Source: an optimization exercise on an open RTL-to-GDS flow (aim: small area, a short achievable clock period and few clock cycles). Production flows keep margins and buffers that such runs may drop.
The RTL was checked by simulation tests, not by an equivalence proof against the original design.
Power is estimated from default activity; no workload was simulated.

--- config.mk ---
export PLATFORM = sky130hd
export DESIGN_NAME = p1load_sync
export DESIGN_NICKNAME = p1load_sync
export VERILOG_FILES = /design/flow/design.v
export SDC_FILE = /design/flow/constraint.sdc
export NUM_CORES = 4
export LEC_CHECK = 0
export CAP_MARGIN = 20
export CORE_MARGIN = 2
export CORE_UTILIZATION = 45
export CTS_CLUSTER_DIAMETER = 100
export CTS_CLUSTER_SIZE = 20
export GPL_ROUTABILITY_DRIVEN = 0
export SETUP_SLACK_MARGIN = 5.0
export SLEW_MARGIN = 20
export TNS_END_PERCENT = 20
--- constraint.sdc ---
create_clock -name core_clock -period 8.0 [get_ports {clk}]
set_input_delay 1.6000 -clock core_clock [delete_from_list [all_inputs] [get_ports {clk}]]
set_output_delay 1.6000 -clock core_clock [all_outputs]
set_load 0.01 [all_outputs]
--- design.v ---
module p1load_sync (
    input  wire        clk,
    input  wire        rst,
    input  wire        cmd_valid,
    output wire        cmd_ready,
    input  wire [71:0] cmd_data,
    output reg         rsp_valid,
    output wire [2:0]  rsp_status,
    output wire [31:0] rsp_data,
    output wire        trst_req,
    input  wire        trst_ack,
    output wire        tx_valid,
    input  wire        tx_ready,
    output wire [7:0]  tx_data,
    output wire        tx_last,
    output wire        rx_req,
    output wire [3:0]  rx_max,
    output wire [31:0] rx_timeout,
    input  wire        rx_valid,
    input  wire [7:0]  rx_data,
    input  wire        rx_last,
    input  wire        rx_empty,
    output reg         prog_valid,
    output reg  [2:0]  prog_phase,
    output wire [31:0] prog_offset,
    output wire [31:0] prog_total,
    output wire [12:0] img_addr,
    input  wire [31:0] img_data,
    input  wire [31:0] img_len
);
    localparam [2:0] S_OK = 3'd0, S_TIMEOUT = 3'd1, S_ERROR = 3'd2,
                     S_PRECOND = 3'd3, S_ILLEGAL = 3'd4;
    localparam [1:0] SESS_READY = 2'd0, SESS_LINKED = 2'd1,
                     SESS_DONE = 2'd2, SESS_FAILED = 2'd3;
    localparam [3:0] OP_INIT = 4'h1, OP_READ_REG = 4'h2, OP_LFSR_SEED = 4'h3,
                     OP_LFSR_STEP = 4'h4, OP_APPEND_BYTE = 4'h5,
                     OP_APPEND_WORD = 4'h6, OP_FLUSH = 4'h7,
                     OP_RECEIVE_BIT = 4'h8, OP_HANDSHAKE = 4'h9,
                     OP_WAIT_FOR_ACK = 4'hA, OP_LOAD_IMAGE = 4'hB,
                     OP_SHUTDOWN = 4'hC;
    localparam [3:0] ST_IDLE  = 4'd0,
                     ST_DEC   = 4'd1,
                     ST_TRST  = 4'd2,    
                     ST_TXP   = 4'd3,    
                     ST_TXS   = 4'd4,    
                     ST_STORE = 4'd5,    
                     ST_TXW   = 4'd6,    
                     ST_RX    = 4'd7,    
                     ST_WARX  = 4'd8;    
    localparam [1:0] GM_HS = 2'd0, GM_WORD = 2'd1, GM_F9 = 2'd2, GM_AB = 2'd3;
    localparam [1:0] WP_ONE = 2'd0, WP_KIND = 2'd1, WP_CNT = 2'd2, WP_IMG = 2'd3;
    reg [7:0]  lfsr;
    reg [7:0]  version;
    reg [127:0] txbuf;          
    reg [3:0]  rp;              
    reg [4:0]  txcur;
    reg [7:0]  rxbit;           
    reg [7:0]  rxval;           
    reg [3:0]  rxcur;
    reg [3:0]  rxlen;
    reg [1:0]  hs;              
    reg [1:0]  sess;
    reg [2:0]  last_status;
    reg [3:0]  state;
    reg        s_idle, s_trst, s_warx;    
    reg        hv;              
    reg [3:0]  cm;              
    reg        illegal;         
    reg        ld_bad;
    reg        a0z;
    reg        k1;              
    reg        k0;
    reg [31:0] a;               
    reg [13:0] szw;             
    reg [13:0] cnt;             
    reg [1:0]  gm;
    reg [1:0]  wp;
    reg [3:0]  wi;
    reg [1:0]  b10;
    reg [3:0]  ix;              
    reg [1:0]  ackn;
    reg        cact;            
    reg        rq;
    reg [15:0] rdat;
    reg        tv;
    reg [7:0]  tdat;
    reg        tl;
    wire [7:0] lfsr_next = {lfsr[6:0], lfsr[7] ^ lfsr[5] ^ lfsr[4] ^ lfsr[1]};
    assign cmd_ready   = s_idle;
    assign trst_req    = s_trst;
    assign tx_valid    = tv;
    assign tx_data     = tdat;
    assign tx_last     = tl;
    assign rx_req      = rq || s_warx;
    assign rx_max      = s_warx ? 4'd1 : 4'd8;
    assign rx_timeout  = s_warx ? 32'd25 : a;
    assign img_addr    = cnt[12:0];
    assign rsp_status  = last_status;
    assign rsp_data    = {16'd0, rdat};
    assign prog_offset = {17'd0, cnt[12:0], 2'b00};
    assign prog_total  = {16'd0, szw, 2'b00};
    wire ofree = !tv || tx_ready;
    wire [31:0] src = (wp == WP_IMG) ? img_data :
                      (wp == WP_CNT) ? {18'd0, szw} :
                      (wp == WP_KIND) ? {30'd0, k1, k0} : a;
    reg  [2:0] fld;
    always @(*) begin
        case (wi)
            4'd0: fld = src[2:0];
            4'd1: fld = src[5:3];
            4'd2: fld = src[8:6];
            4'd3: fld = src[11:9];
            4'd4: fld = src[14:12];
            4'd5: fld = src[17:15];
            4'd6: fld = src[20:18];
            4'd7: fld = src[23:21];
            4'd8: fld = src[26:24];
            default: fld = src[29:27];
        endcase
    end
    wire [7:0] wbyte = (wi == 4'd10) ? {4'b1111, b10[1], 2'b01, b10[0]}
                                     : {1'b1, fld[2], 2'b01, fld[1], 2'b01, fld[0]};
    wire       hs_pat = (cnt[8:0] != 9'd0) && (cnt[8:0] <= 9'd250);
    reg [7:0] gbyte;
    reg       gfinal;
    always @(*) begin
        case (gm)
            GM_HS: begin
                gbyte  = hs_pat ? {7'h7F, lfsr[0]} : 8'hF9;
                gfinal = (cnt[8:0] == 9'd508);
            end
            GM_WORD: begin
                gbyte  = wbyte;
                gfinal = (wi == 4'd10) && ((wp == WP_ONE) ||
                         (wp == WP_CNT && szw == 14'd0) ||
                         (wp == WP_IMG && cnt == szw));
            end
            GM_F9: begin
                gbyte  = 8'hF9;
                gfinal = 1'b1;
            end
            default: begin
                gbyte  = a[7:0];
                gfinal = 1'b1;
            end
        endcase
    end
    wire [7:0]  c_op  = cmd_data[7:0];
    wire [31:0] c_a0  = cmd_data[39:8];
    wire [31:0] c_a1  = cmd_data[71:40];
    wire c_a0z  = (c_a0 == 32'd0);
    wire c_a0hz = (c_a0[31:8] == 24'd0);
    wire c_a1z  = (c_a1 == 32'd0);
    reg  c_mbz_bad;
    always @(*) begin
        case (c_op[3:0])
            OP_INIT, OP_LFSR_STEP, OP_FLUSH, OP_HANDSHAKE, OP_SHUTDOWN:
                c_mbz_bad = !c_a0z || !c_a1z;
            OP_READ_REG, OP_LFSR_SEED, OP_APPEND_BYTE:
                c_mbz_bad = !c_a0hz || !c_a1z;
            OP_APPEND_WORD, OP_RECEIVE_BIT, OP_WAIT_FOR_ACK:
                c_mbz_bad = !c_a1z;
            default:  
                c_mbz_bad = (c_a0[31:2] != 30'd0);
        endcase
    end
    wire c_illegal = (c_op == 8'd0) || (c_op > 8'd12) || c_mbz_bad ||
                     (c_op[3:0] == OP_READ_REG && c_a0[7:0] > 8'd8);
    wire c_ld_bad  = (c_a1[1:0] != 2'd0) || (c_a1[31:16] != 16'd0) ||
                     (c_a1[15] && c_a1[14:0] != 15'd0) ||
                     (img_len[31:16] == 16'd0 && c_a1[15:2] > img_len[15:2]);
    reg  allowed;
    always @(*) begin
        case (cm)
            OP_INIT, OP_READ_REG: allowed = 1'b1;
            OP_HANDSHAKE:         allowed = (sess == SESS_READY);
            OP_LOAD_IMAGE, OP_SHUTDOWN: allowed = (sess == SESS_LINKED);
            default:              allowed = (sess != SESS_FAILED);
        endcase
    end
    wire [3:0] hs_val = {hs[1], hs == 2'd1, hs == 2'd1, hs[0] | (hs == 2'd1)};
    reg [15:0] reg_value;
    always @(*) begin
        case (a[3:0])
            4'd0: reg_value = {7'd0, hs_val, last_status, sess};
            4'd1: reg_value = {8'd0, lfsr};
            4'd2: reg_value = {8'd0, version};
            4'd3: reg_value = {11'd0, txcur};
            4'd4: reg_value = {12'd0, rxcur};
            4'd5: reg_value = {12'd0, rxlen};
            4'd6: reg_value = 16'd16;
            4'd7: reg_value = 16'd8;
            default: reg_value = 16'h8000;
        endcase
    end
    wire rx_isb = (rx_data[7:1] == 7'h7F);
    wire [7:0] wsel = 8'd1 << rxcur[2:0];
    wire win_isb = |(rxbit & wsel);
    wire win_val = |(rxval & wsel);
    wire dv = cact && (rq ? (rx_valid && !rx_empty && rx_isb)
                          : (rxcur != rxlen && win_isb));
    wire db = rq ? rx_data[0] : win_val;
    wire nxt_free = (txcur == 5'd0);
    wire ring_app = (state == ST_STORE) && !txcur[4] && (rp == txcur[3:0]);
    wire txp_go   = (state == ST_TXP) && (rp == ix) && ofree;
    always @(posedge clk) begin
        txbuf <= {ring_app ? gbyte : txbuf[7:0], txbuf[127:8]};
        rp    <= rst ? 4'd0 : rp + 4'd1;
    end
    always @(posedge clk) begin
        if (rst) begin
            state       <= ST_IDLE;
            s_idle      <= 1'b1;
            s_trst      <= 1'b0;
            s_warx      <= 1'b0;
            cnt         <= 14'd0;
            lfsr        <= 8'h00;
            version     <= 8'h00;
            txcur       <= 5'd0;
            rxcur       <= 4'd0;
            rxlen       <= 4'd0;
            hs          <= 2'd0;
            sess        <= SESS_READY;
            last_status <= S_OK;
            rsp_valid   <= 1'b0;
            prog_valid  <= 1'b0;
            tv          <= 1'b0;
            rq          <= 1'b0;
        end else begin
            prog_valid <= 1'b0;
            rsp_valid  <= 1'b0;
            if (tx_ready) tv <= 1'b0;
            if (rsp_valid) begin
                if (last_status == S_TIMEOUT || last_status == S_ERROR)
                    sess <= SESS_FAILED;
            end
            case (state)
                ST_IDLE: begin
                    if (cmd_valid) begin
                        cm      <= cmd_data[3:0];
                        illegal <= c_illegal;
                        ld_bad  <= c_ld_bad;
                        a0z     <= c_a0z;
                        a       <= c_a0;
                        szw     <= cmd_data[55:42];
                        go(ST_DEC);
                    end
                end
                ST_DEC: begin
                    last_status <= S_OK;
                    rdat  <= 16'd0;
                    wi    <= 4'd0;
                    ix    <= 4'd0;
                    cact  <= 1'b1;
                    go(ST_IDLE);
                    if (illegal) begin
                        last_status     <= S_ILLEGAL;
                        rsp_valid <= 1'b1;
                    end else if (!allowed) begin
                        last_status     <= S_PRECOND;
                        rsp_valid <= 1'b1;
                    end else begin
                        case (cm)
                            OP_INIT: begin
                                txcur     <= 5'd0;
                                rxcur     <= 4'd0;
                                rxlen     <= 4'd0;
                                lfsr      <= 8'h00;
                                version   <= 8'h00;
                                hs        <= 2'd0;
                                sess      <= SESS_READY;
                                rsp_valid <= 1'b1;
                            end
                            OP_READ_REG: begin
                                rdat      <= reg_value;
                                rsp_valid <= 1'b1;
                            end
                            OP_LFSR_SEED: begin
                                lfsr      <= a[7:0];
                                rsp_valid <= 1'b1;
                            end
                            OP_LFSR_STEP: begin
                                lfsr      <= lfsr_next;
                                rdat      <= {15'd0, lfsr[0]};
                                rsp_valid <= 1'b1;
                            end
                            OP_APPEND_BYTE: begin
                                gm    <= GM_AB;
                                go(ST_STORE);
                            end
                            OP_APPEND_WORD: begin
                                gm    <= GM_WORD;
                                wp    <= WP_ONE;
                                go(ST_STORE);
                            end
                            OP_FLUSH: begin
                                if (nxt_free) rsp_valid <= 1'b1;
                                else go(ST_TXP);
                            end
                            OP_RECEIVE_BIT: begin
                                rq    <= 1'b0;
                                go(ST_RX);
                            end
                            OP_HANDSHAKE: begin
                                prog(3'd0);
                                cnt <= 14'd0;
                                hv  <= 1'b0;
                                go(ST_TRST);
                            end
                            OP_WAIT_FOR_ACK: begin
                                gm   <= GM_F9;
                                ackn <= 2'd0;
                                if (a0z) begin
                                    last_status     <= S_TIMEOUT;
                                    rsp_valid <= 1'b1;
                                end else begin
                                    go(nxt_free ? ST_TXS : ST_TXP);
                                end
                            end
                            OP_LOAD_IMAGE: begin
                                if (ld_bad) begin
                                    last_status     <= S_PRECOND;
                                    rsp_valid <= 1'b1;
                                end else begin
                                    gm   <= GM_WORD;
                                    wp   <= WP_KIND;
                                    k1   <= a[1];
                                    k0   <= a[0];
                                    a    <= 32'd400;
                                    cnt  <= 14'd0;
                                    ackn <= 2'd1;
                                    go(nxt_free ? ST_TXS : ST_TXP);
                                end
                            end
                            default: begin  
                                gm    <= GM_WORD;
                                wp    <= WP_ONE;
                                go(nxt_free ? ST_TXS : ST_TXP);
                            end
                        endcase
                    end
                end
                ST_TRST: begin
                    if (trst_ack) begin
                        lfsr  <= 8'h50;
                        cnt   <= 14'd0;
                        gm    <= GM_HS;
                        go(nxt_free ? ST_TXS : ST_TXP);
                    end
                end
                ST_TXP: begin
                    if (txp_go) begin
                        tv   <= 1'b1;
                        tdat <= txbuf[7:0];
                        tl   <= (ix == 4'd15) ||
                                ({1'b0, ix} == txcur - 5'd1 && cm == OP_FLUSH);
                        ix   <= ix + 4'd1;
                        if ({1'b0, ix} == txcur - 5'd1) begin
                            ix <= 4'd0;
                            if (cm == OP_FLUSH || txcur[4])
                                txcur <= 5'd0;
                            if (cm == OP_FLUSH)
                                go(ST_TXW);
                            else if (cm == OP_APPEND_BYTE || cm == OP_APPEND_WORD)
                                go(ST_STORE);
                            else
                                go(ST_TXS);
                        end
                    end
                end
                ST_STORE: begin
                    if (txcur[4]) begin
                        go(ST_TXP);
                    end else if (ring_app) begin
                        txcur <= txcur + 5'd1;
                        if (gfinal) go(ST_TXW);
                    end
                end
                ST_TXS: begin
                    if (ofree) begin
                        tv    <= 1'b1;
                        tdat  <= gbyte;
                        tl    <= (txcur[3:0] == 4'd15) || gfinal;
                        txcur <= gfinal ? 5'd0 : {1'b0, txcur[3:0] + 4'd1};
                        if (gfinal) begin
                            if (gm == GM_WORD && cm == OP_LOAD_IMAGE) begin
                                gm  <= GM_F9;
                                cnt <= 14'd0;
                            end else begin
                                go(ST_TXW);
                            end
                        end
                    end
                end
                ST_TXW: begin
                    if (ofree) begin
                        case (cm)
                            OP_HANDSHAKE: begin
                                prog(3'd1);
                                cnt        <= 14'd0;
                                rq         <= 1'b0;
                                go(ST_RX);
                            end
                            OP_LOAD_IMAGE, OP_WAIT_FOR_ACK: begin
                                go(ST_WARX);
                            end
                            OP_SHUTDOWN: begin
                                sess      <= SESS_DONE;
                                rsp_valid <= 1'b1;
                                go(ST_IDLE);
                            end
                            default: begin
                                rsp_valid <= 1'b1;
                                go(ST_IDLE);
                            end
                        endcase
                    end
                end
                ST_WARX: begin
                    if (rx_valid) begin
                        if (rx_empty && a != 32'd1) begin
                            a     <= a - 32'd1;
                            go(ST_TXS);
                        end else if (rx_empty || rx_data != 8'hFE || ackn == 2'd0) begin
                            last_status     <= rx_empty ? S_TIMEOUT :
                                         (rx_data == 8'hFE) ? S_OK : S_ERROR;
                            rsp_valid <= 1'b1;
                            go(ST_IDLE);
                        end else if (ackn == 2'd1 && k1) begin
                            prog(3'd5);
                            a          <= 32'd200;
                            ackn       <= 2'd2;
                            go(ST_TXS);
                        end else if (ackn == 2'd2) begin
                            prog(3'd6);
                            a          <= 32'd80;
                            ackn       <= 2'd3;
                            go(ST_TXS);
                        end else begin
                            prog(3'd7);
                            sess       <= SESS_DONE;
                            rsp_valid  <= 1'b1;
                            go(ST_IDLE);
                        end
                    end
                end
                ST_RX: begin
                    if (!rq) begin
                        if (!cact) begin
                            rsp_valid <= 1'b1;
                            go(ST_IDLE);
                        end else if (rxcur != rxlen) begin
                            rxcur <= rxcur + 4'd1;
                        end else begin
                            rq    <= 1'b1;
                            ix    <= 4'd0;
                            rxcur <= 4'd0;
                            if (cm == OP_HANDSHAKE)
                                a <= hv ? 32'd50 : 32'd100;
                        end
                    end else if (rx_valid) begin
                        if (rx_empty) begin
                            rq    <= 1'b0;
                            rxcur <= 4'd0;
                            rxlen <= 4'd0;
                            cact  <= 1'b0;
                            last_status <= S_TIMEOUT;
                            if (cm == OP_HANDSHAKE) begin
                                hs      <= 2'd3;
                                version <= 8'h00;
                            end
                        end else begin
                            rxbit[ix[2:0]] <= rx_isb;
                            rxval[ix[2:0]] <= rx_data[0];
                            ix <= ix + 4'd1;
                            if (cact)
                                rxcur <= ix + 4'd1;
                            if (rx_last) begin
                                rq    <= 1'b0;
                                rxlen <= ix + 4'd1;
                            end
                        end
                    end
                    if (dv) deliver(db);
                end
                default: go(ST_IDLE);
            endcase
            if ((state == ST_TXS && ofree) || ring_app) begin
                case (gm)
                    GM_HS: begin
                        cnt <= cnt + 14'd1;
                        if (hs_pat) lfsr <= lfsr_next;
                    end
                    GM_WORD: begin
                        if (wp == WP_IMG && wi == 4'd0 && cnt[7:0] == 8'd0)
                            prog(3'd4);
                        if (wi == 4'd10) begin
                            wi <= 4'd0;
                            if (wp == WP_KIND) wp <= WP_CNT;
                            else if (wp == WP_CNT) wp <= WP_IMG;
                        end else begin
                            wi <= wi + 4'd1;
                            if (wi == 4'd9) begin
                                b10 <= src[31:30];
                                if (wp == WP_IMG) begin
                                    cnt <= cnt + 14'd1;
                                end
                            end
                        end
                    end
                    default: ;
                endcase
            end
        end
    end
    task go(input [3:0] ns);
        begin
            state  <= ns;
            s_idle <= (ns == ST_IDLE);
            s_trst <= (ns == ST_TRST);
            s_warx <= (ns == ST_WARX);
        end
    endtask
    task prog(input [2:0] ph);
        begin
            prog_valid <= 1'b1;
            prog_phase <= ph;
        end
    endtask
    task deliver(input b);
        begin
            if (cm != OP_HANDSHAKE) begin
                cact  <= 1'b0;
                last_status <= S_OK;
                rdat  <= {15'd0, b};
            end else if (!hv) begin
                lfsr <= lfsr_next;
                if (b != lfsr[0]) begin
                    cact    <= 1'b0;
                    hs      <= 2'd2;
                    last_status   <= S_ERROR;
                end else begin
                    cnt <= cnt + 14'd1;
                    if (cnt[7:0] == 8'd249) begin
                        prog(3'd2);
                        cnt <= 14'd0;
                        hv  <= 1'b1;
                    end
                end
            end else begin
                version <= {b, version[7:1]};
                cnt     <= cnt + 14'd1;
                if (cnt[2:0] == 3'd7) begin
                    cnt        <= 14'd0;
                    cact       <= 1'b0;
                    hs         <= 2'd1;
                    sess       <= SESS_LINKED;
                    prog(3'd3);
                    last_status      <= S_OK;
                    rdat       <= {8'd0, b, version[7:1]};
                end
            end
        end
    endtask
endmodule
--- flow/run.sh ---
#!/bin/bash
# The standard layout, with plain buf_1 cells as the port buffers
# (every input and output port still gets its own buffer).
set -euo pipefail
export BUFFER_PORTS_ARGS="-buffer_cell sky130_fd_sc_hd__buf_1"
bash standard.sh > orfs_flow.log 2>&1
--- standard.sh ---
#!/bin/bash
# synth_recipe.tcl (not shown) runs the flow's synth.tcl, then flattens the netlist and writes it again
# the make line also repeats each setting of config.mk as NAME=value (left out here)
make -C /OpenROAD-flow-scripts/flow DESIGN_CONFIG=/design/flow/config.mk WORK_HOME=/design/flow/orfs CLKGATE_MAP_FILE= SYNTH_SCRIPT=/design/flow/synth_recipe.tcl "${@:-finish}"
==> results of run 1 <==
-- kinds of logic (layout without fill, tap and decap cells) --
| group | count (synthesis) | in the layout | synth area share, % |
|---|---|---|---|
| flops | 304 | 304 | 42.9 |
| fa+ha+maj | 39 | 39 | 2.89 |
| buf+inv | 244 | 413 | 8.44 |
| xor+xnor | 77 | 77 | 4.13 |
| other cells | 1 | 62 | 0.0223 |
| simple gates | 612 | 615 | 19.2 |
| mux | 32 | 32 | 2.24 |
| compound gates | 486 | 487 | 20.2 |
-- through the flow --
stage / cell area [µm²] / hold slack, ps / setup WS, ps / std cells / power [mW]
after floorplan: 17000 / 310 / 4710 / 1855 / 3.22
after global placement: 17500 / 310 / 3880 / 2399 / 3.75
after detailed placement: 17500 / 312 / 3850 / 2399 / 3.77
after CTS: 18700 / 303 / 4880 / 2472 / 4.94
after global routing: 19000 / 319 / 4840 / 2497 / 5.26
final: 19000 / 297 / 4840 / 2497 / 5.06
-- state kept, by name, summed over array words and instances (netlist names), 5 cells and up --
signal / flops
txcur: 5
tdat: 8
cnt: 14
version: 8
txbuf: 128
rxbit: 8
lfsr: 8
rxval: 8
szw: 14
a: 32
rdat: 10
-- final cells by class --
type | instances | area share (%)
Clock inverter | 2 | 0.132
Timing Repair Buffer | 335 | 9.17
Inverter | 47 | 0.954
Tap cell | 468 | 3.08
Multi-Input combinational cell | 1311 | 45.9
Clock buffer | 29 | 2.81
Sequential cell | 304 | 38.0
Antenna cell | 1 | 0.0132
-- per-layer routing --
layer	up-vias	track usage, %	part of all wire (%)
li1	6901	-	-
met1	7416	39.2	39
met2	1015	46.6	46
met3	186	5.45	10
met4	0	12.4	4.4
met5	-	0	0
-- final timing paths --
kind	slack, ps	from	cells after the start	to
worst min-delay path	300	txbuf[93]	0	txbuf[85]
worst max-delay path	4840	a[0]	3	rx_timeout[0]
worst max register to register	4930	cm[2]	7	a[24]
worst min register to register	300	txbuf[93]	0	txbuf[85]
-- what timing repair did --
| action | 4_1_cts | 5_1_grt |
|---|---|---|
| endpoints found under the setup margin | 202 | 208 |
| setup buffers | 36 | 23 |
| pin swaps | 12 | 14 |
| gates resized for setup | 96 | 36 |
| hold endpoints to repair | 0 | 0 |
| cloned | 6 | 1 |
-- placed cells by master (no fill, tap or decap), drive strengths merged, types with 6 or more instances in the layout --
cell type,instances
a211oi,22
a21o,11
a21oi,85
a221o,9
a221oi,11
a22o,18
a22oi,45
a31oi,31
a32o,7
and2,14
and3,18
and4,6
buf,333
clkbuf,31
conb,61
dfxtp,193
edfxtp,111
ha,38
inv,46
mux2,25
nand2,164
nand2b,21
nand3,38
nand4,24
nor2,139
nor2b,47
nor3,53
nor4,46
o211ai,22
o21a,10
o21ai,127
o22ai,10
o31ai,20
or2,9
or3,8
or4,6
xnor2,57
xor2,20
-- report_power, final --
group          internal (mW)  leakage, nW  switching (mW)  total (mW)
combinational          0.722         3.91            1.17        1.89
sequential              1.87         2.61           0.294        2.16
clock                  0.469        0.269           0.535        1.00
==> reports/metrics.cfg, run 1 <==
[run_status]
outcome=timing/DRC/antenna clean

[cells_and_area]
areaGrowthSynthToFinish_pct=13.3
nNetsFinal=2208
fill_cells=3423
regArea_um2=7220
utilization_pct=51.8
drive_gt1_share_pct=14.6
multi_input_area_um2=8730

[clock_tree]
cts-root-buf=clkbuf_16
clk_latency_ps=560
cts_made_buffers=19
htreeDepth=1
cts_buffer_depth=3
cts_sinks=304
holdBufCountCts=0
clk_pin_slew_ps=100
cts_tree=done

[timing]
period_share_pct=39.5
setup-tns-final_ps=0
hold_viol=0
relSlewSlack_pct=23.0
timing.final.crit_period_ps=3160
finClkSkew_ps=41.1
rsz0062_at_grt=true
setup_viol=0
max_freq_ghz=0.316
maxSlewViolCount=0
tightest_slew_ps=1150

[floorplanning]
die_area_um2=38900
start_util_pct=45.7
num_rows=70
io_pins=318
fp.dieW_um=197
core_area_um2=36700
fp.dieH_um=197

[route]
drt-total-wl_um=59500
vias=15500
vias_per_cell=6.21
route.detailed.drc=0
drt_pass1_iterations=8
wl_per_cell_um=23.8
ant_nets=0
drtIter0Drc=1706

[critical_path]
crit_arrival_ps=1560
cp_max_fo=4
crit_chain=inv_1 -> nand2_1 -> buf_2
slowest_delay_ps=500
required_ps=6400
crit_slowest_cell=edfxtp_1
cp_top_family=flip-flops
startpoint_type=register
path_class=reg -> out
path_buf_inv=2
crit_path_end_kind=output pin

[pwr]
power_leakage_nw=6.78
powerDensity_nw_per_um2=266
vdd_drop_max_mv=0.174

[synth]
postSynthCellCount=1795
ys_warn_count=1
synth_top_area_share_pct=23.0
synth_top_cell_by_area=dfxtp_1
synth_area_per_cell_um2=9.35
synth_most_common_cell=dfxtp_1
seq_area_frac_synth_pct=42.9
synth_seq_cells=304
synth_edf_count=111
synthArstFlopShare_pct=0
synthFlopType=dfxtp_1
yosysUniqueCellTypes=118
synth.area.top_cells=dfxtp_1 (23%), edfxtp_1 (20%), buf_4 (4.2%)
syn-cell-area_um2=16800
synth_commonest_cells=dfxtp_1 (193), nand2_1 (160), nor2_1 (137)

[placement]
port_buffers=254
place.detailed.hpwl_um=42300

[min_path]
hp-class=reg -> reg

[grt]
antenna_found_initial=2
grt_max_degree=39
grt_pass1_vias=14100
grtUsageTotal_pct=29.3
grt_pass1_wl_um=86800
gr-total-overflow=0

[run]
drv_cap=0

Testbench counts, summed over its fixed seeds: cycles 50,294.
==> run 2: changes to the inputs <==
--- a/config.mk
+++ b/config.mk
@@ -7,10 +7,9 @@
 export LEC_CHECK = 0
 export CAP_MARGIN = 20
 export CORE_MARGIN = 2
-export CORE_UTILIZATION = 45
+export CORE_UTILIZATION = 40
 export CTS_CLUSTER_DIAMETER = 100
 export CTS_CLUSTER_SIZE = 20
-export GPL_ROUTABILITY_DRIVEN = 0
 export SETUP_SLACK_MARGIN = 5.0
 export SLEW_MARGIN = 20
 export TNS_END_PERCENT = 20
==> run 2 against run 1 <==
- area after synthesis unchanged
- final cell count increased by 2.2%
- sequential cell count unchanged
- clock skew decreased by 18 ps
- fmax about the same
- critical endpoint is now rx_timeout[2]
- via count decreased by 1.9%
- largest power group unchanged
- synthesized cell count unchanged
- global-route usage decreased by 2.9 points
==> reports/metrics.cfg, run 2 <==
[critical_path]
path_class=reg -> out  ; unchanged
cp_max_fo=17  ; was 4
crit_path_end_kind=output pin  ; unchanged
crit_arrival_ps=1560  ; about the same
required_ps=6400  ; about the same
rrSetupSlack_ps=5010  ; was 4930 ps
startpoint_type=register  ; unchanged

[clock_tree]
cts_made_buffers=20  ; was 19
cts-root-buf=clkbuf_16  ; unchanged
cts_sinks=304  ; unchanged
clk_pin_slew_ps=90  ; was 100 ps
htreeDepth=1  ; unchanged
cts_buffer_depth=3  ; unchanged
cts_tree=done  ; unchanged
clk_latency_ps=560  ; about the same
holdBufCountCts=0  ; unchanged

[pwr]
vdd_drop_max_mv=0.158  ; was 0.174 mV
intPower_mw=3.03  ; was 3.06 mW
pwr-share-comb_pct=36.0  ; was 37.4%
power_leakage_nw=6.59  ; was 6.78 nW
p_sw_mw=1.99  ; was 2.00 mW
p_sw_share_pct=39.6  ; was 39.5%
powerDensity_nw_per_um2=266  ; about the same
p_seq_share_pct=43.1  ; was 42.8%
clockPowerShare_pct=20.9  ; was 19.8%

[timing]
max_freq_ghz=0.316  ; about the same
setup-tns-final_ps=0  ; unchanged
period_share_pct=39.6  ; was 39.5%
relSlewSlack_pct=32.7  ; was 23.0%
rsz0062_at_grt=true  ; unchanged
hold_viol=0  ; unchanged
timing.final.crit_period_ps=3160  ; about the same
finClkSkew_ps=22.9  ; was 41.1 ps
maxSlewViolCount=0  ; unchanged
tightest_slew_ps=1010  ; was 1150 ps
setup_viol=0  ; unchanged
hold_ws_ps=322  ; was 297 ps

[grt]
antenna_found_initial=0  ; was 2
grt_max_degree=40  ; was 39
grt_pass1_vias=14000  ; was 14100
grt_pass1_wl_um=88100  ; was 86800 µm
gr-total-overflow=0  ; unchanged
grtUsageTotal_pct=26.4  ; was 29.3%

[placement]
routabilityCongestion=0.940
port_buffers=254  ; unchanged
place_area_um2=17600  ; was 17500 µm²
place.detailed.hpwl_um=43600  ; was 42300 µm

[run_status]
outcome=timing/DRC/antenna clean  ; unchanged

[synth]
yosysUniqueCellTypes=118  ; unchanged
syn-cell-area_um2=16800  ; unchanged
synth_area_per_cell_um2=9.35  ; unchanged
ys_warn_count=1  ; unchanged
synth_most_common_cell=dfxtp_1  ; unchanged
synthFlopType=dfxtp_1  ; unchanged
synth_edf_count=111  ; unchanged
synth.area.top_cells=dfxtp_1 (23%), edfxtp_1 (20%), buf_4 (4.2%)  ; unchanged
seq_area_frac_synth_pct=42.9  ; unchanged
postSynthCellCount=1795  ; unchanged
synthArstFlopShare_pct=0  ; unchanged
synth_top_cell_by_area=dfxtp_1  ; unchanged
synth_seq_cells=304  ; unchanged
synth_commonest_cells=dfxtp_1 (193), nand2_1 (160), nor2_1 (137)  ; unchanged
synth_top_area_share_pct=23.0  ; unchanged

[cells_and_area]
reg.largest.list=txbuf (128), a (32)  ; unchanged
areaGrowthSynthToFinish_pct=12.1  ; was 13.3%
antenna_cells=0  ; was 1
fin_area_um2=18800  ; was 19000 µm²
drive_gt1_share_pct=12.0  ; was 14.6%
final_cell_mix=buf_1 (250), dfxtp_1 (180), nand2_1 (158)  ; was buf_1 (224), dfxtp_1 (179), nand2_1 (157)
final_common_cell=buf_1  ; unchanged
fill_cells=4121  ; was 3423
regMostFlops=txbuf  ; unchanged
largest_reg_flops=128  ; unchanged
nNetsFinal=2192  ; was 2208

[min_path]
hp-class=reg -> reg  ; unchanged

[route]
drt_pass1_iterations=5  ; was 8
vias=15200  ; was 15500
wl_per_cell_um=23.5  ; was 23.8 µm
drt-total-wl_um=60000  ; was 59500 µm
ant_nets=0  ; unchanged
drtIter0Drc=1677  ; was 1706
route.detailed.drc=0  ; unchanged
vias_per_cell=5.97  ; was 6.21

[floorplanning]
num_rows=75  ; was 70
core_area_um2=41700  ; was 36700 µm²
fp.dieH_um=209  ; was 197 µm
io_pins=318  ; unchanged
start_util_pct=40.3  ; was 45.7%
fp.dieW_um=209  ; was 197 µm
die_area_um2=43600  ; was 38900 µm²

[run]
drv_cap=0  ; unchanged

==> run 2: cell counts after synthesis <==
Identical to the previous run, type by type.
==> run 2: area by class of cell <==
cell class,count,area [µm²],area share [%]
multi-input combinational,1311,8670,46.1
sequential,304,7210,38.3
timing repair buffer,318,1480,7.88
tap,539,674,3.58
clock buffer,27,548,2.91
inverter,47,176,0.937
clock inverter,5,53.8,0.286
==> run 2: critical path: stages (launching register included) <==
cell,delay [ps]
edfxtp_1,330
buf_4,290
nor2b_1,210
buf_1,160
==> run 2: per-stage QoR <==
step | setup WS [ps] | util (%) | power [mW] | cells
6_report | 4840 | 45.2 | 5.01 | 2551
5_1_grt | 4790 | 45.2 | 5.24 | 2551
4_1_cts | 4820 | 44.6 | 4.93 | 2530
3_5_place_dp | 3580 | 42.2 | 3.79 | 2472
3_3_place_gp | 3610 | 42.2 | 3.77 | 2472
2_1_floorplan | 4710 | - | 3.22 | 1855
==> run 2: final timing paths <==
check | startpoint | to | cells after the start
worst min register to register | txbuf[93] | txbuf[85] | 0
worst max-delay path | a[2] | rx_timeout[2] | 3
worst min-delay path | txbuf[93] | txbuf[85] | 0
worst max register to register | a[3] | a[27] | 8
==> run 2: what timing repair did <==
item	CTS	global route
gates cloned	2	2
gates resized for setup	40	30
endpoints found under the setup margin	218	209
endpoints found under the hold margin	0	0
pin swaps	9	8
setup buffers	24	19
==> run 2: logic make-up after synthesis <==
kind of cell,Yosys count,share of synthesized area [%]
xor gates and xnor gates,77,4.13
adders and majority gates,39,2.89
muxes,32,2.24
and+or+nand+nor,612,19.2
buffers and inverters,244,8.44
other,1,0.0223
AOI/OAI and AO/OA,486,20.2
DFF,304,42.9
==> run 2: power groups by stage <==
stage          clock (mW)  sequential, mW  combinational [mW]
6_report             1.05            2.16                1.81
5_1_grt              1.13            2.18                1.94
4_1_cts              1.07            2.16                1.69
3_5_place_dp            0            2.23                1.56
3_3_place_gp            0            2.22                1.55
2_1_floorplan           0            2.03                1.19
==> run 2: layer usage <==
layer	GRT usage, %	up-vias	share of wire, %
li1	-	6867	-
met1	37.8	7353	43
met2	41.1	872	45
met3	3.47	128	8.6
met4	9.06	0	3.2
met5	0	-	0
==> run 3: changes to the inputs <==
--- a/design.v
+++ b/design.v
@@ -213,7 +213,6 @@
             s_idle      <= 1'b1;
             s_trst      <= 1'b0;
             s_warx      <= 1'b0;
-            cnt         <= 14'd0;
             lfsr        <= 8'h00;
             version     <= 8'h00;
             txcur       <= 5'd0;
--- a/config.mk
+++ b/config.mk
@@ -7,7 +7,7 @@
 export LEC_CHECK = 0
 export CAP_MARGIN = 20
 export CORE_MARGIN = 2
-export CORE_UTILIZATION = 40
+export CORE_UTILIZATION = 45
 export CTS_CLUSTER_DIAMETER = 100
 export CTS_CLUSTER_SIZE = 20
 export SETUP_SLACK_MARGIN = 5.0
==> run 3 against run 2 <==
- still clean on timing, DRC and antenna
- setup slack better by 56 ps
- synthesized cell count is 2.8% lower
- clock power down 4%
- worst hold slack lost 21 ps
- die area decreased by 13%
- clock-buffer cell count did not move
- sequential share of layout area grew 1.1 points
- register-to-register slack worse by 80 ps
- global-route usage grew 1.5 points
- utilization rose by 7.0 points
- non-clock buffer count increased by 17
- combinational power decreased by 67%
- critical endpoint is now rx_timeout[3]
- largest power group unchanged
==> reports/metrics.cfg, run 3 <==
[cells_and_area]
reg.largest.list=txbuf (128), a (32)  ; unchanged
utilization_pct=52.2  ; was 45.2%
regMostFlops=txbuf  ; unchanged
drive_gt1_share_pct=11.9  ; was 12.0%
final_cell_mix=buf_1 (252), dfxtp_1 (171), nand2_1 (147)  ; was buf_1 (250), dfxtp_1 (180), nand2_1 (158)
final_common_cell=buf_1  ; unchanged
nNetsFinal=2152  ; was 2192
largest_reg_flops=128  ; unchanged
areaGrowthSynthToFinish_pct=13.9  ; was 12.1%

[critical_path]
crit_arrival_ps=1510  ; was 1560 ps
crit_chain=buf_6 -> or2_2 -> buf_1  ; was buf_4 -> nor2b_1 -> buf_1
worstRegToRegCells=7  ; was 8
r2r-start=cm[0]  ; was a[3]
crit_slowest_cell=edfxtp_1  ; unchanged
crit_path_end_kind=output pin  ; unchanged
rrSetupSlack_ps=4930  ; was 5010 ps
required_ps=6400  ; about the same
path_class=reg -> out  ; unchanged
cp_max_fo=12  ; was 17
r2r-end=cnt[8]  ; was a[27]
path_buf_inv=2  ; unchanged
slowest_delay_ps=380  ; was 330 ps
startpoint_type=register  ; unchanged
cp_top_family=flip-flops  ; was buffers and inverters

[grt]
antenna_found_initial=1  ; was 0
grt_pass1_vias=13600  ; was 14000
grtUsageTotal_pct=28.0  ; was 26.4%
grt_pass1_wl_um=82200  ; was 88100 µm
grt_max_degree=45  ; was 40
gr-total-overflow=0  ; unchanged

[min_path]
hold_path.startpoint=txbuf[74]  ; was txbuf[93]
whs_path_depth=0  ; unchanged
hp-class=reg -> reg  ; unchanged
whs_endpoint=txbuf[66]  ; was txbuf[85]

[floorplanning]
die_area_um2=37900  ; was 43600 µm²
num_rows=69  ; was 75
io_pins=318  ; unchanged
start_util_pct=45.8  ; was 40.3%
core_area_um2=35700  ; was 41700 µm²
fp.dieH_um=195  ; was 209 µm
fp.dieW_um=195  ; was 209 µm

[synth]
synth_top_area_share_pct=22.9  ; was 23.0%
synth.area.top_cells=edfxtp_1 (23%), dfxtp_1 (22%), buf_4 (4.0%)  ; was dfxtp_1 (23%), edfxtp_1 (20%), buf_4 (4.2%)
synth_most_common_cell=dfxtp_1  ; unchanged
synthArstFlopShare_pct=0  ; unchanged
synth_top_cell_by_area=edfxtp_1  ; was dfxtp_1
synth_edf_count=125  ; was 111
seq_area_frac_synth_pct=44.8  ; was 42.9%
synthFlopType=dfxtp_1  ; unchanged
synth_area_per_cell_um2=9.39  ; was 9.35 µm²
postSynthCellCount=1745  ; was 1795
synth_commonest_cells=dfxtp_1 (179), nand2_1 (155), edfxtp_1 (125)  ; was dfxtp_1 (193), nand2_1 (160), nor2_1 (137)
syn-cell-area_um2=16400  ; was 16800 µm²
yosysUniqueCellTypes=86  ; was 118
synth_seq_cells=304  ; unchanged
ys_warn_count=1  ; unchanged

[route]
route.detailed.drc=0  ; unchanged
ant_nets=0  ; unchanged
vias=14800  ; was 15200
drtIter0Drc=1615  ; was 1677
drt-total-wl_um=55500  ; was 60000 µm
vias_per_cell=6.06  ; was 5.97
drt_pass1_iterations=6  ; was 5
wl_per_cell_um=22.8  ; was 23.5 µm

[pwr]
vdd_drop_max_mv=0.117  ; was 0.158 mV
powerDensity_nw_per_um2=181  ; was 266 nW/µm²
power_leakage_nw=6.65  ; was 6.59 nW

[placement]
pre_cts_slack_ps=3780  ; was 3580 ps
routabilityCongestion=0.940  ; about the same
place.detailed.hpwl_um=40300  ; was 43600 µm
port_buffers=254  ; unchanged

[clock_tree]
cts_buffer_depth=3  ; unchanged
clk_latency_ps=530  ; was 560 ps
cts_sinks=304  ; unchanged
cts_made_buffers=19  ; was 20
cts-root-buf=clkbuf_16  ; unchanged
htreeDepth=1  ; unchanged
clk_pin_slew_ps=90  ; about the same
cts_tree=done  ; unchanged

[timing]
relSlewSlack_pct=20.7  ; was 32.7%
hold_viol=0  ; unchanged
max_freq_ghz=0.322  ; was 0.316 GHz
setup_viol=0  ; unchanged
period_share_pct=38.9  ; was 39.6%
fin_ws_ps=4890  ; was 4840 ps
maxSlewViolCount=0  ; unchanged
tightest_slew_ps=1170  ; was 1010 ps
timing.final.crit_period_ps=3110  ; was 3160 ps
rsz0062_at_grt=true  ; unchanged
finClkSkew_ps=29.6  ; was 22.9 ps
setup-tns-final_ps=0  ; unchanged

[run_status]
outcome=timing/DRC/antenna clean  ; unchanged

[run]
drv_cap=0  ; unchanged

[run 3: changes by cell type after synthesis, moves of 9 or more]
cell,before,now
nor2_1,137,105
clkbuf_1,63,103
xnor2_1,57,38
o21ai_0,115,97
nand3_1,36,48
xor2_1,19,33
dfxtp_1,193,179
edfxtp_1,111,125
nor4_1,37,53
buf_2,17,2
o211ai_1,20,11
a22oi_1,45,30
buf_6,15,1
[run 3: worst reg2reg max path, stage by stage, from the launching register on]
cell and delay [ps]:
edfxtp_1 620, nor2b_2 380, nand2_2 290, o21ai_0 460
a21boi_1 560, o31ai_1 200, o221ai_1 230, nand3_1 100
[run 3: logic make-up (layout without fill, tap and decap cells)]
kind of cell,Yosys count,in the layout,share of synthesized area [%]
buffers and inverters,252,418,7.85
AO/OA/AOI/OAI,441,441,18.8
flip-flops,304,304,44.8
AND/OR/NAND/NOR,592,593,18.6
other,1,63,0.0229
adder cells (fa/ha/maj),39,39,2.96
multiplexers,44,44,3.07
XOR/XNOR,72,72,3.93
[run 3: stage by stage]
step                      hold WS (ps)  std cells  instance area [µm²]  total power [mW]
after global routing               316       2433                18600              3.51
after CTS                          312       2400                18200              3.35
after floorplan                    310       1805                16600              2.16
after global placement             310       2340                17200              2.32
after detailed placement           312       2340                17200              2.33
final                              301       2435                18700              3.37
[run 3: worst max path at each step]
stage / depth (start not counted) / slack, ps / startpoint / endpoint
after global placement: 7 / 3650 / rx_data[7] / version[6]
after detailed placement: 8 / 3780 / rx_data[7] / cnt[2]
after global routing: 7 / 4780 / cm[0] / cnt[8]
after floorplan: 6 / 4220 / rx_data[7] / a[0]
final: 3 / 4890 / a[3] / rx_timeout[3]
after CTS: 8 / 4870 / rx_data[7] / rdat[7]
[run 3: per-layer routing]
| layer | vias to the layer above | wire, µm | track usage (%) |
|---|---|---|---|
| met3 | 128 | 5580 | 5.26 |
| met5 | - | 0 | 0 |
| met4 | 0 | 2160 | 10.9 |
| met2 | 886 | 24600 | 43.6 |
| li1 | 6740 | - | - |
| met1 | 7005 | 23200 | 38.5 |
[run 3: area by class of cell]
type                       instances  area, µm²
clock buffer                      27        527
clock inverter                     4       41.3
fill                            3359      17100
tap                              461        577
sequential                       304       7350
antenna                            2       5.00
inverter                          52        199
multi-input combinational       1250       8350
timing repair buffer             335       1610
[run 3: where the power goes]
group          switching [mW]  internal (mW)
combinational           0.372          0.218
clock                   0.524          0.482
sequential             0.0963           1.68
total                   0.992           2.38
[run 3: repair_timing]
action                     in CTS  in global routing
pin swaps                       5                 12
resized for setup              43                 57
hold buffers                    0                  0
hold endpoints to repair        0                  0
gates cloned                    1                  1
setup endpoints to repair     214                201
setup buffers                  28                 32
Testbench counts of run 3, summed over its fixed seeds: cycles 50,294.
==> run 4: changes to the inputs <==
--- a/config.mk
+++ b/config.mk
@@ -10,6 +10,7 @@
 export CORE_UTILIZATION = 45
 export CTS_CLUSTER_DIAMETER = 100
 export CTS_CLUSTER_SIZE = 20
+export PLACE_DENSITY = 0.8
 export SETUP_SLACK_MARGIN = 5.0
 export SLEW_MARGIN = 20
-export TNS_END_PERCENT = 20
+export TNS_END_PERCENT = 5
==> run 4 against run 3 <==
- worst hold slack gained 21 ps
- combinational power shrank 3%
- sequential share of layout area grew 0.36 points
==> reports/metrics.cfg, run 4 <==
[run_status]
outcome=timing/DRC/antenna clean  ; unchanged

[pwr]
power_leakage_nw=6.58  ; was 6.65 nW
vdd_drop_max_mv=0.150  ; was 0.117 mV
powerDensity_nw_per_um2=180  ; was 181 nW/µm²

[route]
top_layer_used=met4  ; unchanged
ant_nets=0  ; unchanged
drt_pass1_iterations=5  ; was 6
m1WireLength_um=21100  ; was 23200 µm
dr_wl_met3_um=5740  ; was 5580 µm
drt-total-wl_um=54700  ; was 55500 µm
vias=15000  ; was 14800
wl_per_cell_um=22.6  ; was 22.8 µm
route.detailed.drc=0  ; unchanged
vias_per_cell=6.20  ; was 6.06
dr_wl_met2_um=25300  ; was 24600 µm
drtIter0Drc=1933  ; was 1615

[placement]
place.detailed.hpwl_um=39700  ; was 40300 µm
routabilityCongestion=0.991  ; was 0.940
pre_cts_slack_ps=3680  ; was 3780 ps
port_buffers=254  ; unchanged

[floorplanning]
core_area_um2=35700  ; unchanged
fp.dieH_um=195  ; unchanged
start_util_pct=45.8  ; unchanged
num_rows=69  ; unchanged
fp.dieW_um=195  ; unchanged
die_area_um2=37900  ; unchanged
io_pins=318  ; unchanged

[critical_path]
crit_start=s_warx  ; was a[3]
worstRegToRegCells=7  ; unchanged
cp_max_fo=31  ; was 12
r2r-end=last_status[1]  ; was cnt[8]
worstSetupEndpoint=rx_timeout[3]  ; unchanged
crit_path_end_kind=output pin  ; unchanged
crit_arrival_ps=1560  ; was 1510 ps
path_class=reg -> out  ; unchanged
startpoint_type=register  ; unchanged
required_ps=6400  ; about the same
r2r-start=a[10]  ; was cm[0]
rrSetupSlack_ps=4870  ; was 4930 ps

[grt]
grt_max_degree=45  ; unchanged
antenna_found_initial=1  ; unchanged
grt_pass1_wl_um=81700  ; was 82200 µm
grtUsageTotal_pct=27.4  ; was 28.0%
gr-total-overflow=0  ; unchanged
grt_pass1_vias=14000  ; was 13600

[cells_and_area]
final_cell_mix=buf_1 (250), dfxtp_1 (174), nand2_1 (150)  ; was buf_1 (252), dfxtp_1 (171), nand2_1 (147)
nNetsFinal=2138  ; was 2152
drive_gt1_share_pct=10.9  ; was 11.9%
final_common_cell=buf_1  ; unchanged
utilization_pct=51.7  ; was 52.2%
largest_reg_flops=128  ; unchanged
areaGrowthSynthToFinish_pct=12.8  ; was 13.9%
reg.largest.list=txbuf (128), a (32)  ; unchanged
regMostFlops=txbuf  ; unchanged

[timing]
timing.final.crit_period_ps=3160  ; was 3110 ps
fin_ws_ps=4840  ; was 4890 ps
setup_viol=0  ; unchanged
setup-tns-final_ps=0  ; unchanged
relSlewSlack_pct=24.6  ; was 20.7%
maxSlewViolCount=0  ; unchanged
tightest_slew_ps=1130  ; was 1170 ps
hold_viol=0  ; unchanged
max_freq_ghz=0.317  ; was 0.322 GHz
finClkSkew_ps=32.0  ; was 29.6 ps
period_share_pct=39.5  ; was 38.9%
rsz0062_at_grt=true  ; unchanged

[clock_tree]
cts_sinks=304  ; unchanged
clk_latency_ps=530  ; about the same
cts_made_buffers=19  ; unchanged
cts_buffer_depth=3  ; unchanged
htreeDepth=1  ; unchanged
cts_tree=done  ; unchanged
cts-root-buf=clkbuf_16  ; unchanged
clk_pin_slew_ps=100  ; was 90 ps

[synth]
synth_area_per_cell_um2=9.39  ; unchanged
synthFlopType=dfxtp_1  ; unchanged
syn-cell-area_um2=16400  ; unchanged
synth_most_common_cell=dfxtp_1  ; unchanged
synth_seq_cells=304  ; unchanged
seq_area_frac_synth_pct=44.8  ; unchanged
synth_top_cell_by_area=edfxtp_1  ; unchanged
ys_warn_count=1  ; unchanged
postSynthCellCount=1745  ; unchanged
yosysUniqueCellTypes=86  ; unchanged
synth_edf_count=125  ; unchanged
synth_commonest_cells=dfxtp_1 (179), nand2_1 (155), edfxtp_1 (125)  ; unchanged
synth_top_area_share_pct=22.9  ; unchanged
synthArstFlopShare_pct=0  ; unchanged
synth.area.top_cells=edfxtp_1 (23%), dfxtp_1 (22%), buf_4 (4.0%)  ; unchanged

[run]
drv_cap=0  ; unchanged

[min_path]
whs_path_depth=0  ; unchanged
hp-class=reg -> reg  ; unchanged

[run 4: worst min-delay path by stage]
stage	from	endpoint	slack, ps
final	txbuf[66]	txbuf[58]	320
after global routing	txbuf[66]	txbuf[58]	330
after CTS	txbuf[66]	txbuf[58]	320
after detailed placement	txbuf[112]	txbuf[104]	310
after global placement	txbuf[117]	txbuf[109]	310
after floorplan	txbuf[8]	txbuf[0]	310
[run 4: cell type report]
type	instances	area, µm²
Multi-Input combinational cell	1249	8290
Tap cell	461	577
Antenna cell	2	5.00
Clock buffer	27	505
Fill cell	3247	17300
Clock inverter	3	30.0
Timing Repair Buffer	322	1520
Sequential cell	304	7340
Inverter	52	195
[run 4: through the flow]
stage               std cells  hold slack, ps  power, mW  instance area [µm²]
floorplan                1805             310       2.16                16600
global placement         2339             310       2.31                17200
detailed placement       2339             312       2.32                17200
CTS                      2395             321       3.30                18100
global route             2419             329       3.43                18500
finish                   2420             322       3.32                18500
[run 4: worst max-delay path, stage by stage (launching register included)]
cell,delay (ps)
dfxtp_1,370
buf_12,180
or2_2,320
buf_1,130
[run 4: report_power, final]
group	switching (mW)	internal, mW
combinational	0.363	0.211
sequential	0.101	1.68
clock	0.521	0.447
total	0.985	2.34
[run 4: cells by family (layout without fill, tap and decap cells)]
group / after synthesis / count (layout) / share of synthesized area (%)
simple gates: 592 / 592 / 18.6
compound gates: 441 / 441 / 18.8
flops: 304 / 304 / 44.8
buf+inv: 252 / 404 / 7.85
xor+xnor: 72 / 72 / 3.93
mux: 44 / 44 / 3.07
fa+ha+maj: 39 / 39 / 2.96
other cells: 1 / 63 / 0.0229
[run 4: per-layer routing]
layer  vias up  track usage, %
li1       6702               -
met1      7110            35.7
met2      1037            44.8
met3       151            4.34
met4         0            12.8
met5         -               0
[run 4: timing repair]
item | CTS | global route
endpoints found under the hold margin | 0 | 0
pin swaps | 3 | 9
setup endpoints to repair | 188 | 190
gates resized for setup | 31 | 53
hold buffers | 0 | 0
buffers inserted | 26 | 23
==> run 5: changes to the inputs <==
--- a/design.v
+++ b/design.v
@@ -213,6 +213,7 @@
             s_idle      <= 1'b1;
             s_trst      <= 1'b0;
             s_warx      <= 1'b0;
+            cnt         <= 14'd0;
             lfsr        <= 8'h00;
             version     <= 8'h00;
             txcur       <= 5'd0;
==> run 5 against run 4 <==
- still clean on timing, DRC and antenna
- utilization down 0.65 points
- sequential power grew 23%
- fmax about the same
- highest routed layer unchanged
==> reports/metrics.cfg, run 5 <==
[floorplanning]
num_rows=70  ; was 69
core_area_um2=36700  ; was 35700 µm²
fp.dieH_um=197  ; was 195 µm
fp.dieW_um=197  ; was 195 µm
start_util_pct=45.7  ; was 45.8%
die_area_um2=38900  ; was 37900 µm²
io_pins=318  ; unchanged

[grt]
grt_pass1_wl_um=85300  ; was 81700 µm
grt_pass1_vias=14400  ; was 14000
grt_max_degree=55  ; was 45
antenna_found_initial=0  ; was 1
gr-total-overflow=0  ; unchanged
grtUsageTotal_pct=28.5  ; was 27.4%

[pwr]
p_sw_share_pct=39.1  ; was 29.6%
powerDensity_nw_per_um2=264  ; was 180 nW/µm²
p_seq_share_pct=44.2  ; was 53.6%
p_sw_mw=1.93  ; was 985 µW
clockPowerShare_pct=20.3  ; was 29.1%
power_leakage_nw=6.61  ; was 6.58 nW
pwr-share-comb_pct=35.5  ; was 17.3%
intPower_mw=3.02  ; was 2.34 mW
vdd_drop_max_mv=0.139  ; was 0.150 mV

[timing]
setup_viol=0  ; unchanged
relSlewSlack_pct=33.0  ; was 24.6%
finClkSkew_ps=26.7  ; was 32.0 ps
timing.final.crit_period_ps=3160  ; about the same
hold_viol=0  ; unchanged
maxSlewViolCount=0  ; unchanged
period_share_pct=39.5  ; about the same
rsz0062_at_grt=true  ; unchanged
tightest_slew_ps=1010  ; was 1130 ps
hold_ws_ps=321  ; was 322 ps
max_freq_ghz=0.317  ; about the same
setup-tns-final_ps=0  ; unchanged

[route]
wl_per_cell_um=23.5  ; was 22.6 µm
ant_nets=0  ; unchanged
drt_pass1_iterations=6  ; was 5
route.detailed.drc=0  ; unchanged
vias=15500  ; was 15000
drtIter0Drc=2260  ; was 1933
drt-total-wl_um=58200  ; was 54700 µm
vias_per_cell=6.24  ; was 6.20

[cells_and_area]
final_common_cell=buf_1  ; unchanged
regArea_um2=7210  ; was 7340 µm²
multi_input_area_um2=8590  ; was 8290 µm²
regMostFlops=txbuf  ; unchanged
fill_cells=3288  ; was 3247
largest_reg_flops=128  ; unchanged
drive_gt1_share_pct=11.6  ; was 10.9%
reg.largest.list=txbuf (128), a (32)  ; unchanged
instances_no_fill=2481  ; was 2420
areaGrowthSynthToFinish_pct=11.6  ; was 12.8%
final_cell_mix=buf_1 (246), dfxtp_1 (184), nand2_1 (158)  ; was buf_1 (250), dfxtp_1 (174), nand2_1 (150)
nNetsFinal=2192  ; was 2138

[synth]
synth_top_cell_by_area=dfxtp_1  ; was edfxtp_1
synth_seq_cells=304  ; unchanged
synth_most_common_cell=dfxtp_1  ; unchanged
synth.area.top_cells=dfxtp_1 (23%), edfxtp_1 (20%), buf_4 (4.2%)  ; was edfxtp_1 (23%), dfxtp_1 (22%), buf_4 (4.0%)
seq_area_frac_synth_pct=42.9  ; was 44.8%
synth_top_area_share_pct=23.0  ; was 22.9%
syn-cell-area_um2=16800  ; was 16400 µm²
synth_edf_count=111  ; was 125
synth_commonest_cells=dfxtp_1 (193), nand2_1 (160), nor2_1 (137)  ; was dfxtp_1 (179), nand2_1 (155), edfxtp_1 (125)
ys_warn_count=1  ; unchanged
synthArstFlopShare_pct=0  ; unchanged
yosysUniqueCellTypes=118  ; was 86
postSynthCellCount=1795  ; was 1745
synthFlopType=dfxtp_1  ; unchanged
synth_area_per_cell_um2=9.35  ; was 9.39 µm²

[critical_path]
r2r-start=cnt[5]  ; was a[10]
rrSetupSlack_ps=4930  ; was 4870 ps
path_class=reg -> out  ; unchanged
worstRegToRegCells=8  ; was 7
crit_path_end_kind=output pin  ; unchanged
cp_max_fo=7  ; was 31
r2r-end=cnt[10]  ; was last_status[1]
cp_top_family=flip-flops  ; unchanged
crit_arrival_ps=1560  ; about the same
crit_chain=nor2b_1 -> buf_1  ; was buf_12 -> or2_2 -> buf_1
crit_slowest_cell=edfxtp_1  ; was dfxtp_1
startpoint_type=register  ; unchanged
required_ps=6400  ; about the same
path_buf_inv=1  ; was 2
slowest_delay_ps=680  ; was 370 ps

[clock_tree]
cts_tree=done  ; unchanged
clk_latency_ps=540  ; was 530 ps
cts_made_buffers=19  ; unchanged
clk_pin_slew_ps=80  ; was 100 ps
htreeDepth=1  ; unchanged
cts_buffer_depth=3  ; unchanged
cts_sinks=304  ; unchanged
holdBufCountCts=0  ; unchanged
cts-root-buf=clkbuf_16  ; unchanged

[min_path]
whs_endpoint=txbuf[109]  ; was txbuf[58]
hold_path.startpoint=txbuf[117]  ; was txbuf[66]
hp-class=reg -> reg  ; unchanged
whs_path_depth=0  ; unchanged

[placement]
port_buffers=254  ; unchanged
place.detailed.hpwl_um=42100  ; was 39700 µm
routabilityCongestion=0.976  ; was 0.991
dp_cells=2397  ; was 2339

[run]
drv_cap=0  ; unchanged

[run_status]
outcome=timing/DRC/antenna clean  ; unchanged

==> run 5: worst register-to-register path, delay by kind of cell (launching register included) <==
kind / cells / cell delay, ps
AOI/OAI and AO/OA: 4 / 1210
xor gates and xnor gates: 1 / 200
DFF: 1 / 690
and+or+nand+nor: 3 / 840
==> run 5: how the worst max path moves through the flow <==
stage / start / to / slack, ps / cells past startpoint
global route: a[6] / rx_timeout[6] / 4800 / 2
CTS: a[3] / rx_timeout[3] / 4760 / 2
global placement: rx_empty / lfsr[5] / 3670 / 8
finish: a[6] / rx_timeout[6] / 4840 / 2
detailed placement: rx_empty / lfsr[2] / 3550 / 8
floorplan: rx_data[4] / prog_phase[0] / 4710 / 9
==> run 5: cell type report <==
cell class / count / area share [%]
multi-input cells: 1309 / 45.9
clock buffers: 29 / 2.91
well taps: 468 / 3.13
flip-flops and latches: 304 / 38.5
inverters: 47 / 0.942
diodes: 1 / 0.0134
clock inverters: 2 / 0.107
repair buffers: 321 / 8.52
==> run 5: routing by layer <==
layer | global-route usage [%] | up-vias | share of wire, %
met5 | 0 | - | 0
met4 | 12.5 | 0 | 4.9
met3 | 4.92 | 192 | 11
met2 | 45.7 | 1143 | 45
met1 | 37.9 | 7290 | 38
li1 | - | 6858 | -
==> run 5: what timing repair did <==
action                                  in CTS  in global routing
buffers inserted                            21                 25
pin swaps                                    6                  8
endpoints found under the setup margin     195                201
cloned                                       1                  5
gates resized for setup                     34                 40
==> run 5: metrics by stage <==
step                setup WS, ps  utilization (%)  cell area (µm²)  power [mW]
global route                4800             51.0            18700        5.16
global placement            3670             47.6            17500        3.72
finish                      4840             51.0            18700        4.95
CTS                         4760             50.0            18300        4.82
detailed placement          3550             47.6            17500        3.75
floorplan                   4710                -            17000        3.22
==> run 5: power by group through the flow <==
stage               registers, mW  clock network, mW  logic [mW]
floorplan                    2.03                  0        1.19
global placement             2.22                  0        1.50
detailed placement           2.23                  0        1.52
CTS                          2.18               1.02        1.62
global route                 2.21               1.07        1.88
finish                       2.19               1.00        1.76
==> run 5: cells by family (layout without fill, tap and decap cells) <==
kind of cell | after synthesis | in the layout | synth area share [%]
mux | 32 | 32 | 2.24
other cells | 1 | 62 | 0.0223
flops | 304 | 304 | 42.9
simple gates | 612 | 613 | 19.2
buf+inv | 244 | 399 | 8.44
compound gates | 486 | 487 | 20.2
xor+xnor | 77 | 77 | 4.13
fa+ha+maj | 39 | 39 | 2.89
Testbench counts of run 5, summed over its fixed seeds: cycles 50,294.
==> run 6: changes to the inputs <==
--- a/config.mk
+++ b/config.mk
@@ -10,7 +10,6 @@
 export CORE_UTILIZATION = 45
 export CTS_CLUSTER_DIAMETER = 100
 export CTS_CLUSTER_SIZE = 20
-export PLACE_DENSITY = 0.8
-export SETUP_SLACK_MARGIN = 5.0
+export SETUP_SLACK_MARGIN = 4.8
 export SLEW_MARGIN = 20
-export TNS_END_PERCENT = 5
+export TNS_END_PERCENT = 10
==> run 6 against run 5 <==
- clock skew grew 4.0 ps
- fmax down 4.8%
- area after synthesis did not move
- clock-buffer cell count fell by 2
- sequential share of layout area grew 0.87 points
- power decreased by 2.0%
- critical endpoint is now rx_req
- highest routed layer unchanged
==> reports/metrics.cfg, run 6 <==
[min_path]
hp-class=reg -> reg  ; unchanged

[synth]
yosysUniqueCellTypes=118  ; unchanged
synth_area_per_cell_um2=9.35  ; unchanged
synthArstFlopShare_pct=0  ; unchanged
seq_area_frac_synth_pct=42.9  ; unchanged
synth_top_cell_by_area=dfxtp_1  ; unchanged
synth.area.top_cells=dfxtp_1 (23%), edfxtp_1 (20%), buf_4 (4.2%)  ; unchanged
synth_most_common_cell=dfxtp_1  ; unchanged
synth_top_area_share_pct=23.0  ; unchanged
synth_seq_cells=304  ; unchanged
synth_edf_count=111  ; unchanged
synth_commonest_cells=dfxtp_1 (193), nand2_1 (160), nor2_1 (137)  ; unchanged
syn-cell-area_um2=16800  ; unchanged
postSynthCellCount=1795  ; unchanged
synthFlopType=dfxtp_1  ; unchanged
ys_warn_count=1  ; unchanged

[critical_path]
crit_arrival_ps=1720  ; was 1560 ps
crit_slowest_cell=dfxtp_1  ; was edfxtp_1
path_class=reg -> out  ; unchanged
cp_max_fo=17  ; was 7
required_ps=6400  ; about the same
path_buf_inv=1  ; unchanged
crit_path_end_kind=output pin  ; unchanged
startpoint_type=register  ; unchanged
rrSetupSlack_ps=4820  ; was 4930 ps
cp_top_family=flip-flops  ; unchanged
slowest_delay_ps=790  ; was 680 ps
crit_chain=or2_2 -> buf_1  ; was nor2b_1 -> buf_1

[grt]
grtUsageTotal_pct=29.2  ; was 28.5%
grt_pass1_vias=13700  ; was 14400
gr-total-overflow=0  ; unchanged
grt_pass1_wl_um=86000  ; was 85300 µm
grt_max_degree=41  ; was 55
antenna_found_initial=2  ; was 0

[cells_and_area]
reg.largest.list=txbuf (128), a (32)  ; unchanged
final_cell_mix=buf_1 (251), dfxtp_1 (189), nand2_1 (160)  ; was buf_1 (246), dfxtp_1 (184), nand2_1 (158)
regMostFlops=txbuf  ; unchanged
areaGrowthSynthToFinish_pct=8.95  ; was 11.6%
instances_no_fill=2451  ; was 2481
drive_gt1_share_pct=9.29  ; was 11.6%
fin_area_um2=18300  ; was 18700 µm²
fill_cells=3512  ; was 3288
multi_input_area_um2=8520  ; was 8590 µm²
nNetsFinal=2162  ; was 2192
final_common_cell=buf_1  ; unchanged
utilization_pct=49.8  ; was 51.0%
largest_reg_flops=128  ; unchanged
regArea_um2=7200  ; was 7210 µm²

[pwr]
power_leakage_nw=6.38  ; was 6.61 nW
powerDensity_nw_per_um2=265  ; was 264 nW/µm²
power_mw=4.85  ; was 4.95 mW
vdd_drop_max_mv=0.142  ; was 0.139 mV

[floorplanning]
num_rows=70  ; unchanged
fp.dieH_um=197  ; unchanged
start_util_pct=45.7  ; unchanged
io_pins=318  ; unchanged
fp.dieW_um=197  ; unchanged
core_area_um2=36700  ; unchanged
die_area_um2=38900  ; unchanged

[timing]
setup_viol=0  ; unchanged
setup-tns-final_ps=0  ; unchanged
maxSlewViolCount=0  ; unchanged
hold_viol=0  ; unchanged
relSlewSlack_pct=32.0  ; was 33.0%
rsz0062_at_grt=true  ; unchanged
period_share_pct=41.5  ; was 39.5%
max_freq_ghz=0.301  ; was 0.317 GHz
tightest_slew_ps=1020  ; was 1010 ps
timing.final.crit_period_ps=3320  ; was 3160 ps
finClkSkew_ps=30.7  ; was 26.7 ps

[placement]
place.detailed.hpwl_um=43300  ; was 42100 µm
place_area_um2=17500  ; about the same
routabilityCongestion=1.01  ; was 0.976
dp_cells=2399  ; was 2397
port_buffers=254  ; unchanged

[clock_tree]
cts_made_buffers=19  ; unchanged
clk_pin_slew_ps=100  ; was 80 ps
cts-root-buf=clkbuf_16  ; unchanged
clk_latency_ps=540  ; about the same
holdBufCountCts=0  ; unchanged
cts_tree=done  ; unchanged
htreeDepth=1  ; unchanged
cts_sinks=304  ; unchanged
cts_buffer_depth=3  ; unchanged

[route]
vias=14900  ; was 15500
wl_per_cell_um=24.0  ; was 23.5 µm
ant_nets=0  ; unchanged
vias_per_cell=6.09  ; was 6.24
drt-total-wl_um=58800  ; was 58200 µm
route.detailed.drc=0  ; unchanged
drt_pass1_iterations=6  ; unchanged
drtIter0Drc=1726  ; was 2260

[run_status]
outcome=timing/DRC/antenna clean  ; unchanged

[run]
drv_cap=0  ; unchanged

==> run 6: power breakdown <==
part / total [mW] / switching (mW) / internal (mW) / leakage [nW]
clock: 0.984 / 0.536 / 0.448 / 0.254
combinational: 1.67 / 1.08 / 0.599 / 3.52
sequential: 2.20 / 0.326 / 1.87 / 2.60
==> run 6: repair_timing <==
item | CTS | global route
buffers inserted | 15 | 4
endpoints found under the setup margin | 127 | 155
cloned | 0 | 1
gates resized for setup | 9 | 17
pin swaps | 4 | 3
==> run 6: kinds of logic (layout without fill, tap and decap cells) <==
| group | after synthesis | count (layout) | synth area share [%] |
|---|---|---|---|
| AND/OR/NAND/NOR | 612 | 613 | 19.2 |
| AO/OA/AOI/OAI | 486 | 486 | 20.2 |
| flip-flops | 304 | 304 | 42.9 |
| buffers and inverters | 244 | 369 | 8.44 |
| XOR/XNOR | 77 | 77 | 4.13 |
| adder cells (fa/ha/maj) | 39 | 39 | 2.89 |
| multiplexers | 32 | 32 | 2.24 |
| other | 1 | 63 | 0.0223 |
==> run 6: final cells by class <==
cell class / instances / share of cell area (%)
multi-input combinational: 1308 / 46.6
antenna: 2 / 0.0274
tap: 468 / 3.20
clock buffer: 27 / 2.76
timing repair buffer: 292 / 6.93
clock inverter: 3 / 0.150
inverter: 47 / 0.985
sequential: 304 / 39.4
==> run 6: worst paths after layout <==
path | startpoint | to | cells after the start
worst min-delay path | txbuf[121] | txbuf[113] | 0
worst max-delay path | rq | rx_req | 2
worst min register to register | txbuf[121] | txbuf[113] | 0
worst max register to register | wi[0] | cnt[10] | 8
==> run 6: layer usage <==
| layer | vias up | GRT usage [%] | share of wire [%] |
|---|---|---|---|
| li1 | 6799 | - | - |
| met1 | 7113 | 41.2 | 42 |
| met2 | 891 | 46.0 | 45 |
| met3 | 118 | 4.59 | 9.3 |
| met4 | 0 | 9.19 | 3.2 |
| met5 | - | 0 | 0 |
==> run 6: metrics by stage <==
stage	setup slack [ps]	hold slack, ps
after floorplan	4690	310
after global placement	3850	310
after detailed placement	3830	312
after CTS	4590	316
after global routing	4650	331
final	4680	313

==> re-timing with driven ports <==
No port has a modelled driver above. Below, the same layouts with a new extraction and two added sets of constraints. Step 1 sets driving cells, clkbuf_16 on the clock port and buf_2 on the other inputs (assumed; they add their load-dependent delay and slew). Step 2 moves the port delays by t, midway between the first and last clock arrival at a register: inputs arrive t later, outputs are due t later. That takes back most of the time a late clock gives input paths. a / b / c = no drivers / after step 1 / after step 2; a / b = the first two.
| run | t, ns | slack for setup (ns) | hold slack, ns | worst setup path after step 2 | pins driven straight from the clock port |
|---|---|---|---|---|---|
| run 1 | 0.587 | 4.837 / 4.788 / 4.343 | 0.297 / 0.297 / 0.297 | input to register | 1 |
| run 2 | 0.603 | 4.836 / 4.779 / 4.388 | 0.322 / 0.322 / 0.322 | input to register | 1 |
| run 3 | 0.573 | 4.891 / 4.837 / 4.382 | 0.301 / 0.301 / 0.301 | input to register | 1 |
| run 4 | 0.569 | 4.843 / 4.792 / 4.320 | 0.322 / 0.322 / 0.322 | input to register | 1 |
| run 5 | 0.577 | 4.841 / 4.789 / 4.389 | 0.321 / 0.321 / 0.321 | input to register | 1 |
| run 6 | 0.580 | 4.682 / 4.626 / 4.210 | 0.313 / 0.313 / 0.313 | input to register | 1 |
After both steps setup and hold are still met in every run listed. For run 4, which loses most, drivers alone change the setup slack by -0.051 ns; drivers and shift together by -0.523 ns.
